Context: an optimization exercise on an open-source flow, tuned for a short achievable clock period and few clock cycles. The choices shown serve that exercise and are no tape-out recipe. Only the layout flow was run in this run; the RTL was not checked for function there.

<file path="flow/run.sh">
#!/bin/bash
# synth_recipe.tcl (not shown) runs the flow's synth.tcl, then flattens the netlist and writes it again
# the make line also repeats each setting of config.mk as NAME=value (left out here)
make -C /OpenROAD-flow-scripts/flow DESIGN_CONFIG=/design/flow/config.mk WORK_HOME=/design/flow/orfs CLKGATE_MAP_FILE= SYNTH_SCRIPT=/design/flow/synth_recipe.tcl finish
</file>
<file path="flow/config.mk">
export PLATFORM = sky130hd
export DESIGN_NAME = bsb_cksum_engine
export DESIGN_NICKNAME = bsb_cksum_engine
export VERILOG_FILES = /design/flow/design.v
export SDC_FILE = /design/flow/constraint.sdc
export NUM_CORES = 4
export LEC_CHECK = 0
export CAP_MARGIN = 20
export CORE_MARGIN = 2
export CORE_UTILIZATION = 40
export SLEW_MARGIN = 20
</file>
<file path="flow/constraint.sdc">
create_clock -name core_clock -period 8.0 [get_ports {clk}]
set_input_delay 1.6000 -clock core_clock [delete_from_list [all_inputs] [get_ports {clk}]]
set_output_delay 1.6000 -clock core_clock [all_outputs]
set_load 0.01 [all_outputs]
</file>
<file path="flow/design.v">
module bsb_cksum_engine (
    input  wire        clk,
    input  wire        rst,
    input  wire [7:0]  bus_addr,
    input  wire [7:0]  bus_wdata,
    input  wire        bus_we,
    output reg  [7:0]  bus_rdata,
    output wire [7:0]  status,
    output wire [15:0] cksum
);
    localparam [3:0] ERR_NONE     = 4'd0;
    localparam [3:0] ERR_OVERFLOW = 4'd6;
    localparam [3:0] ERR_BAD_OP   = 4'd8;
    function [127:0] rom_r;
        input [5:0] j;
        begin
            case (j)
            6'd0: rom_r = 128'hb449d234691a348d9256492bac85de52;
            6'd1: rom_r = 128'h6f29bf845fc22fe19fe04ff027f813fc;
            6'd2: rom_r = 128'h09fe04ff8a6fcd27ee83ff51f7b87bdc;
            6'd3: rom_r = 128'h3dee1ef7876bcba5edc276e1b36059b0;
            6'd4: rom_r = 128'h2cd8166c0b36059b8addcd7e66bfbb4f;
            6'd5: rom_r = 128'hd5b7e2cbf975f4aa7a55b53a5a9da55e;
            6'd6: rom_r = 128'h52afa147d8b3e449fa347d1a3e8d9756;
            6'd7: rom_r = 128'h4babadc5def26f79bfac5fd62feb9fe5;
            6'd8: rom_r = 128'hc7e263f1b9e85cf42e7a173d838e41c7;
            6'd9: rom_r = 128'ha8f3dc69e6247312398994d44a6a2535;
            6'd10: rom_r = 128'h9a8a4d45aeb25759a3bc51de28ef9c67;
            6'd11: rom_r = 128'hc623eb01fd907ec83f641fb20fd98ffc;
            6'd12: rom_r = 128'h47fe23ff99efc4e7ea63fd21f6807b40;
            6'd13: rom_r = 128'h3da01ed00f6807b403da01ed88e64473;
            6'd14: rom_r = 128'haa29dd046e82374193b049d824ec1276;
            6'd15: rom_r = 128'h093b8c8dce56672bbb85d5d26ae9bd64;
            6'd16: rom_r = 128'h5eb22f599fbc4fde27ef9be7c5e3eae1;
            6'd17: rom_r = 128'hfd607eb03f581fac0fd607eb8be5cde2;
            6'd18: rom_r = 128'h66f1bb685db42eda176d83a641d3a8f9;
            6'd19: rom_r = 128'hdc6c6e36371b939dc1de60efb867d423;
            6'd20: rom_r = 128'he201f9107c883e441f220f918fd847ec;
            6'd21: rom_r = 128'h23f611fb80edc8666433ba09d5146a8a;
            6'd22: rom_r = 128'h354592b24959acbc565e2b2f9d87c6d3;
            6'd23: rom_r = 128'heb79fdac7ed63f6b97a5c3c261e1b8e0;
            6'd24: rom_r = 128'h5c702e38171c0b8e05c78af3cd69eea4;
            6'd25: rom_r = 128'h77523ba995c44ae225719aa84d5426aa;
            6'd26: rom_r = 128'h135581ba40dda87e543fa20fd917e49b;
            6'd27: rom_r = 128'hfa5df53e7a9fb55fd2bfe14ff8b7f44b;
            6'd28: rom_r = 128'hf235f10a7885b4525a29a50452822941;
            6'd29: rom_r = 128'h9cb04e58272c139609cb8cf5ce6a6735;
            6'd30: rom_r = 128'hbb8a5dc5a6f25379a1ac50d6286b9c25;
            6'd31: rom_r = 128'hc6026301b9905cc82e6417320b998ddc;
            6'd32: rom_r = 128'h46ee237799abc4c5ea727539b28c5946;
            6'd33: rom_r = 128'h2ca39e41c730639831cc18e60c738e29;
            6'd34: rom_r = 128'hcf04678233c191f048f8247c123e091f;
            6'd35: rom_r = 128'h8c9fce5fef3fff8ff7d7f3fbf1edf0e6;
            6'd36: rom_r = 128'h7873b429d20469023481925049282494;
            6'd37: rom_r = 128'h124a09258c824641ab3055982acc1566;
            6'd38: rom_r = 128'h0ab38d49ceb4675a33ad91c648e3ac61;
            6'd39: rom_r = 128'hde206f1037881bc40de206f18b6845b4;
            6'd40: rom_r = 128'h22da116d80a64053a839dc0c6e063703;
            6'd41: rom_r = 128'h9391c1d860ec3076183b840dca16650b;
            6'd42: rom_r = 128'hba95d55a6aadbd465ea3a741dbb06dd8;
            6'd43: rom_r = 128'h36ec1b760dbb8ecdcf7667bbbbcdd5f6;
            6'd44: rom_r = 128'h6afbbd6dd6a66b53bdb9d6cc6b6635b3;
            6'd45: rom_r = 128'h92c9c17460ba305d903e481fac1fde1f;
            6'd46: rom_r = 128'he71ffb9ff5dff2fff16ff0a7f043f031;
            6'd47: rom_r = 128'hf00878043c021e018710438821c410e2;
            6'd48: rom_r = 128'h08718c284614230a118580d24069a824;
            6'd49: rom_r = 128'h54122a099d144e8a27459bb24dd9aefc;
            6'd50: rom_r = 128'h577e2bbf9dcfc6f7eb6bfda5f6c27b61;
            6'd51: rom_r = 128'hb5a05ad02d6816b40b5a05ad8ac64563;
            6'd52: rom_r = 128'haaa1dd406ea037501ba80dd406ea0375;
            6'd53: rom_r = 128'h89aa44d5aa7a553da28e5147a0b3d849;
            6'd54: rom_r = 128'he434721a390d94964a4bad35de8a6f45;
            6'd55: rom_r = 128'hbfb25fd9a7fc53fe29ff9cefc667eb23;
            6'd56: rom_r = 128'hfd81f6d07b683db41eda0f6d8fa647d3;
            6'd57: rom_r = 128'habf9ddec6ef6377b93adc1c660e3b861;
            6'd58: rom_r = 128'hd4206a1035081a840d4206a18b4045a0;
            6'd59: rom_r = 128'h22d0116808b4045a022d89064483aa51;
            6'd60: rom_r = 128'hdd386e9c374e1ba785c3caf1ed6876b4;
            6'd61: rom_r = 128'h3b5a1dad86c64363a9a1dcc06e603730;
            6'd62: rom_r = 128'h1b980dcc06e6037389a9ccc466623331;
            6'd63: rom_r = 128'h918848c4246212318108408420421021;
            endcase
        end
    endfunction
    function [255:0] rom_m;
        input [6:0] n;
        begin
            case (n)
            7'd1: rom_m = 256'h39509ca84e54272aaac5d5626ab135589aac4d5626ab2a059502ca81e54072a0;
            7'd2: rom_m = 256'h0939049c024e012709aa84d5c26ae135709ab84d5c26272a939549ca24e51272;
            7'd3: rom_m = 256'h700938049c02ce0197094b8425c212e18970c4b8e25c012700938049c024e012;
            7'd4: rom_m = 256'h6e70b7385b9cadce38971c4b0e250712038981c440e2ce01e7007380b9c0dce0;
            7'd5: rom_m = 256'h556e2ab7155b0aad5038281c140e8a07c503e281f140adce56e7ab7355b9aadc;
            7'd6: rom_m = 256'hc055e02af015780a7c50be285f14af8a57c52be295f10aad055602ab015580aa;
            7'd7: rom_m = 256'hebc075e03af01d78e57cf2be795f3caf9e574f2b2795780abc055e02af01d780;
            7'd8: rom_m = 256'h90ebc875643ab21dc9e564f2b279d93c6c9e364f1b271d780ebc875e43af21d7;
            7'd9: rom_m = 256'h35909ac8cd64e6b2c6c9e364f1b278d93c6c1e360f1bb21d590eac87d6436b21;
            7'd10: rom_m = 256'hcf35679a33cd19e6c3c661e330f198784c3ca61e530fe6b2f35979ac3cd69e6b;
            7'd11: rom_m = 256'h40cfa0675033a81994c34a6125309298c94c64a6b25319e60cf30679033c819e;
            7'd12: rom_m = 256'h1d408ea0c75063a8ac94564aab255592aac9d5646ab2a819d40cea0675033a81;
            7'd13: rom_m = 256'h1b1d0d8e06c783635aac2d5616ab8b55c5aae2d5f16a63a8b1d4d8ea6c75363a;
            7'd14: rom_m = 256'h841bc20de1067083bc5ade2def16778b3bc51de20ef1836341b120d8106c0836;
            7'd15: rom_m = 256'h038401c200e1007083bcc1de60ef3077983bcc1de60e708338411c200e100708;
            7'd16: rom_m = 256'h18030c018600430039831cc10e608730c39861cc30e600708038c01c600e3007;
            7'd17: rom_m = 256'he218710cb886dc438c39461c230e118708c3846142304300218010c08860c430;
            7'd18: rom_m = 256'h66e2b371d9b86cdc508ca8465423aa11d508ea847542dc436e2137109b88cdc4;
            7'd19: rom_m = 256'he366f1b3f8d97c6cdd50eea8f754fbaa7dd53eea1f756cdc366e1b378d9bc6cd;
            7'd20: rom_m = 256'h43e321f110f8087cc7dde3eef1f7f8fbfc7dfe3e7f1f7c6c3e361f1b0f8d87c6;
            7'd21: rom_m = 256'h78433c219e10cf081fc70fe307f103f881fcc0fee07f087c843ec21fe10ff087;
            7'd22: rom_m = 256'he678f33c799ebccfb81f5c0f2e0797034b81a5c052e0cf08678433c299e1ccf0;
            7'd23: rom_m = 256'h15e60af3057902bc94b84a5c252e9297494ba4a55252bccf5e67af3357992bcc;
            7'd24: rom_m = 256'hc815e40a720539025494aa4a5525aa9255492aa4955202bc815e40af2057902b;
            7'd25: rom_m = 256'hc9c864e4b2725939655432aa19550caa8655c32ae19539029c814e4027209390;
            7'd26: rom_m = 256'h2ac995644ab2a559f865fc327e193f0c9f86cfc3e7e15939ac9c564eab275593;
            7'd27: rom_m = 256'h4d2aa695d34ae9a539f81cfc0e7e873f439fa1cfd0e7a559d2ac695634ab9a55;
            7'd28: rom_m = 256'h374d1ba60dd386e97439ba1cdd0eee87f7437ba1bdd0e9a574d2ba69dd346e9a;
            7'd29: rom_m = 256'hb437da1b6d0db6866f74b7ba5bdd2dee96f7cb7b65bd86e94374a1bad0dd686e;
            7'd30: rom_m = 256'h4db4a6da536da9b6996fccb7665bb32dd996eccbf665b686db436da136d09b68;
            7'd31: rom_m = 256'h0d4d86a6c353e1a97d993ecc9f664fb327d993ec49f6a9b6d4db6a6d35361a9b;
            7'd32: rom_m = 256'h570d2b8615c30ae1527da93ed49f6a4fb527da936d49e1a970d4b86a5c35ae1a;
            7'd33: rom_m = 256'hb057582bac15d60a5b52ada956d4ab6ad5b5eada756d0ae1057082b8c15c60ae;
            7'd34: rom_m = 256'h3eb01f588facc7d65d5b2ead17568bab45d5a2ead175d60aeb05f582fac17d60;
            7'd35: rom_m = 256'h263e931f498fa4c7f45d7a2e3d171e8b0f4587a2c3d1c7d663eb31f598fa4c7d;
            7'd36: rom_m = 256'hdd266e93b7495ba4f0f4787a3c3d9e1ecf0fe787f3c3a4c7d263e9317498ba4c;
            7'd37: rom_m = 256'he2ddf16e78b7bc5bbcf05e782f3c979ecbcfe5e772f35ba42dd216e98b74c5ba;
            7'd38: rom_m = 256'h95e24af1257892bcdcbc6e5e372f9b974dcba6e55372bc5b5e2daf16578b2bc5;
            7'd39: rom_m = 256'h0495824a4125209214dc8a6ec537629bb14d58a62c5392bc495e24af1257092b;
            7'd40: rom_m = 256'ha1045082a841d420cb14658a32c519620cb10658032c20921049082484124209;
            7'd41: rom_m = 256'h66a1335099a84cd440cba06550322819940cca066503d4206a1035089a84cd42;
            7'd42: rom_m = 256'hb2665933ac99d64c5940aca0d650eb28f594facafd654cd4266a9335c99a64cd;
            7'd43: rom_m = 256'h1eb20f5987acc3d67f593fac1fd68feb47f523fa91fdd64ceb26f5937ac93d64;
            7'd44: rom_m = 256'h261e130f098784c3e47f723fb91f5c8f2e479723cb91c3d661eb30f5987a4c3d;
            7'd45: rom_m = 256'hec26f6137b093d8472e439721cb98e5c472ea397d1cb84c3c2616130b098d84c;
            7'd46: rom_m = 256'hd9ec6cf6b67bdb3d34721a398d1c468e234791a3c8d13d849ec2cf6167b0b3d8;
            7'd47: rom_m = 256'hced9e76cf3b679dbf234791abc8d5e46af2357912bc8db3ded9e76cf3b679db3;
            7'd48: rom_m = 256'h93cec9e764f332790af2857942bca15e50afa857d42b79db3ced9e764f3b279d;
            7'd49: rom_m = 256'hc993e4c9f2647932f50afa857d42bea1df50efa8f7d43279993c4c9e264f9327;
            7'd50: rom_m = 256'he3c9f1e478f23c797df5befa5f7dafbed7df6bef35f779323c991e4c8f26c793;
            7'd51: rom_m = 256'h49e324f11278093ccd7d66beb35f59afacd7d66beb353c799e3c4f1e278f93c7;
            7'd52: rom_m = 256'h284994244a122509bacd5d662eb317590bac85d642eb093c849e424fa1275093;
            7'd53: rom_m = 256'h99284c94264a132510ba085d842ec217e10bf085784225099284c94264a13250;
            7'd54: rom_m = 256'h6899b44cda266d13de10ef087784bbc2dde1eef0f7781325899244c9a264d132;
            7'd55: rom_m = 256'h6b68b5b45adaad6d3dde9eefcf7767bb33dd19ee0cf76d13b6895b44ada2d6d1;
            7'd56: rom_m = 256'h656b32b5995accad033d019e00cf806740332019900cad6d56b62b5b95adcad6;
            7'd57: rom_m = 256'h26651332099984cc6403b2015900ac805640ab20d590ccad6656332b99954cca;
            7'd58: rom_m = 256'h14260a138509c28475643ab21d590eac875643ab21d584cc4266a1335099284c;
            7'd59: rom_m = 256'he614730ab9855cc24875243a921d490e248792434921c284614230a19850cc28;
            7'd60: rom_m = 256'h8ae6c57362b9315c12488924c4926249b1245892ac495cc2ae6157302b9815cc;
            7'd61: rom_m = 256'h298a14c50a6285316b1235891ac48d62c6b1635831ac315c98ae4c57a62b5315;
            7'd62: rom_m = 256'h84294214210a10858c6b4635231a118d08c60463023185314298214c10a60853;
            7'd63: rom_m = 256'h0084004200210010008c00460023001180084004200210850842042102100108;
            7'd64: rom_m = 256'h8000400020001000080004000200010000800040002000100008000400020001;
                default: rom_m = 256'h0;
            endcase
        end
    endfunction
    reg [511:0] txb, rxb;           
    reg [7:0]   arg_q;
    reg [15:0]  cksum_q;
    reg         busy_q, done_q, ok_q;
    reg [3:0]   err_q;
    reg [7:0]   cmd_q;
    reg [64:1]  seln_q;             
    reg [63:1]  selm_q;             
    reg [255:0] mat_q;              
    reg [15:0]  lpbc_q;             
    reg         ovf_q;              
    reg         pw_v, pw_b;
    reg [5:0]   pw_j;
    reg [63:0]  pw_mask;            
    reg [7:0]   pw_old, pw_new;
    reg [1023:0] ptx, prx;          
    reg [895:0]  stx, srx;          
    assign status = {err_q, 1'b0, ok_q, done_q, busy_q};
    assign cksum  = cksum_q;
    wire host_wr = bus_we && !busy_q;
    wire cmd_wr  = host_wr && (bus_addr == 8'h00);
    wire arg_wr  = host_wr && (bus_addr == 8'h01);
    wire tx_wr   = host_wr && (bus_addr[7:6] == 2'b01);
    wire rx_wr   = host_wr && (bus_addr[7:6] == 2'b10);
    reg [7:0] rd_tx, rd_rx;
    integer r;
    always @(*) begin
        rd_tx = 8'h00;
        rd_rx = 8'h00;
        for (r = 0; r < 64; r = r + 1) begin
            if (bus_addr[5:0] == r) begin
                rd_tx = txb[8*r +: 8];
                rd_rx = rxb[8*r +: 8];
            end
        end
    end
    always @(*) begin
        case (bus_addr[7:6])
            2'b01: bus_rdata = rd_tx;
            2'b10: bus_rdata = rd_rx;
            2'b00: begin
                case (bus_addr)
                    8'h01:   bus_rdata = arg_q;
                    8'h09:   bus_rdata = status;
                    8'h0B:   bus_rdata = cksum_q[7:0];
                    8'h0C:   bus_rdata = cksum_q[15:8];
                    default: bus_rdata = 8'h00;
                endcase
            end
            default: bus_rdata = 8'h00;
        endcase
    end
    genvar gi;
    generate
        for (gi = 0; gi < 64; gi = gi + 1) begin : g_buf
            always @(posedge clk) begin
                if (rst) begin
                    txb[8*gi +: 8] <= 8'h00;
                    rxb[8*gi +: 8] <= 8'h00;
                end else begin
                    if (tx_wr && bus_addr[5:0] == gi) txb[8*gi +: 8] <= bus_wdata;
                    if (rx_wr && bus_addr[5:0] == gi) rxb[8*gi +: 8] <= bus_wdata;
                end
            end
        end
    endgenerate
    integer t;
    always @(posedge clk) begin
        if (rst) begin
            pw_v    <= 1'b0;
            pw_b    <= 1'b0;
            pw_j    <= 6'd0;
            pw_mask <= 64'd0;
            pw_old  <= 8'h00;
            pw_new  <= 8'h00;
        end else begin
            pw_v   <= tx_wr || rx_wr;
            pw_b   <= bus_addr[7];
            pw_j   <= bus_addr[5:0];
            for (t = 0; t < 64; t = t + 1)
                pw_mask[t] <= (t >= bus_addr[5:0]);
            pw_old <= bus_addr[7] ? rd_rx : rd_tx;
            pw_new <= bus_wdata;
        end
    end
    wire [7:0]   dlt  = pw_old ^ pw_new;
    wire [127:0] rcol = rom_r(pw_j);
    reg  [15:0]  pw_w;
    integer k;
    always @(*) begin
        pw_w = 16'h0000;
        for (k = 0; k < 8; k = k + 1)
            if (dlt[k]) pw_w = pw_w ^ rcol[16*k +: 16];
    end
    wire [13:0] pw_d = {6'd0, pw_new} - {6'd0, pw_old};
    wire up_tx = pw_v && !pw_b;
    wire up_rx = pw_v &&  pw_b;
    generate
        for (gi = 0; gi < 64; gi = gi + 1) begin : g_pre
            always @(posedge clk) begin
                if (rst) begin
                    ptx[16*gi +: 16] <= 16'h0000;
                    prx[16*gi +: 16] <= 16'h0000;
                    stx[14*gi +: 14] <= 14'd0;
                    srx[14*gi +: 14] <= 14'd0;
                end else begin
                    if (up_tx && pw_mask[gi]) begin
                        ptx[16*gi +: 16] <= ptx[16*gi +: 16] ^ pw_w;
                        stx[14*gi +: 14] <= stx[14*gi +: 14] + pw_d;
                    end
                    if (up_rx && pw_mask[gi]) begin
                        prx[16*gi +: 16] <= prx[16*gi +: 16] ^ pw_w;
                        srx[14*gi +: 14] <= srx[14*gi +: 14] + pw_d;
                    end
                end
            end
        end
    endgenerate
    reg [15:0] pn_tx, pn_rx;
    reg [13:0] sn_tx, sn_rx, sm_tx, sm_rx;
    integer m;
    always @(*) begin
        pn_tx = 16'h0000; pn_rx = 16'h0000;
        sn_tx = 14'd0;    sn_rx = 14'd0;
        sm_tx = 14'd0;    sm_rx = 14'd0;
        for (m = 1; m <= 64; m = m + 1) begin
            pn_tx = pn_tx | (ptx[16*(m-1) +: 16] & {16{seln_q[m]}});
            pn_rx = pn_rx | (prx[16*(m-1) +: 16] & {16{seln_q[m]}});
            sn_tx = sn_tx | (stx[14*(m-1) +: 14] & {14{seln_q[m]}});
            sn_rx = sn_rx | (srx[14*(m-1) +: 14] & {14{seln_q[m]}});
        end
        for (m = 1; m <= 63; m = m + 1) begin
            sm_tx = sm_tx | (stx[14*(m-1) +: 14] & {14{selm_q[m]}});
            sm_rx = sm_rx | (srx[14*(m-1) +: 14] & {14{selm_q[m]}});
        end
    end
    reg [15:0] crc_tx, crc_rx;
    integer i;
    always @(*) begin
        for (i = 0; i < 16; i = i + 1) begin
            crc_tx[i] = ^(mat_q[16*i +: 16] & pn_tx);
            crc_rx[i] = ^(mat_q[16*i +: 16] & pn_rx);
        end
    end
    wire [15:0] lpb_tx = lpbc_q + {2'b00, sm_tx};
    wire [15:0] lpb_rx = lpbc_q + {2'b00, sm_rx};
    wire [7:0]  pps_tx = 8'h00 - sn_tx[7:0];
    wire [7:0]  pps_rx = 8'h00 - sn_rx[7:0];
    wire       fin   = busy_q || (cmd_wr && !pw_v);
    wire [7:0] c     = busy_q ? cmd_q : bus_wdata;
    wire [3:0] c_op  = c[3:0];
    wire       c_ck  = (c_op == 4'h2) || (c_op == 4'h3) || (c_op == 4'h4);
    wire       c_legal = (c[7:5] == 3'b000) && (c_ck || (c[4:0] == 5'h00));
    reg [15:0] res;
    always @(*) begin
        case ({c[4], c_op})
            5'h02:   res = crc_tx;
            5'h12:   res = crc_rx;
            5'h03:   res = lpb_tx;
            5'h13:   res = lpb_rx;
            5'h14:   res = {8'h00, pps_rx};
            default: res = {8'h00, pps_tx};
        endcase
    end
    integer a;
    always @(posedge clk) begin
        if (rst) begin
            arg_q   <= 8'h00;
            seln_q  <= 64'd0;
            selm_q  <= 63'd0;
            mat_q   <= 256'h0;
            lpbc_q  <= 16'h00FE;
            ovf_q   <= 1'b0;
            cksum_q <= 16'h0000;
            busy_q  <= 1'b0;
            done_q  <= 1'b0;
            ok_q    <= 1'b0;
            err_q   <= ERR_NONE;
            cmd_q   <= 8'h00;
        end else begin
            if (arg_wr) begin
                arg_q  <= bus_wdata;
                for (a = 1; a <= 64; a = a + 1) seln_q[a] <= (bus_wdata == a);
                for (a = 1; a <= 63; a = a + 1) selm_q[a] <= (bus_wdata == a + 1);
                mat_q  <= rom_m(bus_wdata[6:0]);
                lpbc_q <= 16'h00FE - {bus_wdata, 8'h00} + {8'h00, bus_wdata};
                ovf_q  <= (bus_wdata > 8'd64);
            end
            if (cmd_wr) cmd_q <= bus_wdata;
            if (fin) begin
                busy_q <= 1'b0;
                done_q <= 1'b1;
                if (!c_legal) begin
                    ok_q  <= 1'b0;
                    err_q <= ERR_BAD_OP;
                end else if (c_op == 4'h0) begin
                    ok_q  <= 1'b1;
                    err_q <= ERR_NONE;
                end else if (ovf_q) begin
                    ok_q  <= 1'b0;
                    err_q <= ERR_OVERFLOW;
                end else begin
                    ok_q    <= 1'b1;
                    err_q   <= ERR_NONE;
                    cksum_q <= res;
                end
            end else if (cmd_wr) begin
                busy_q <= 1'b1;
                done_q <= 1'b0;
                ok_q   <= 1'b0;
                err_q  <= ERR_NONE;
            end
        end
    end
endmodule
</file>
==> notes.md <==
==> notes.md <==
=====================================================================
Outcome                                                  aborted with a tool error
Last step reached                                        synthesis (1_2_yosys)
Tool error message                                       ERROR: TCL interpreter returned an error: Source files actually used in the design:
Number of warnings reported in the yosys synthesis log              1
=====================================================================
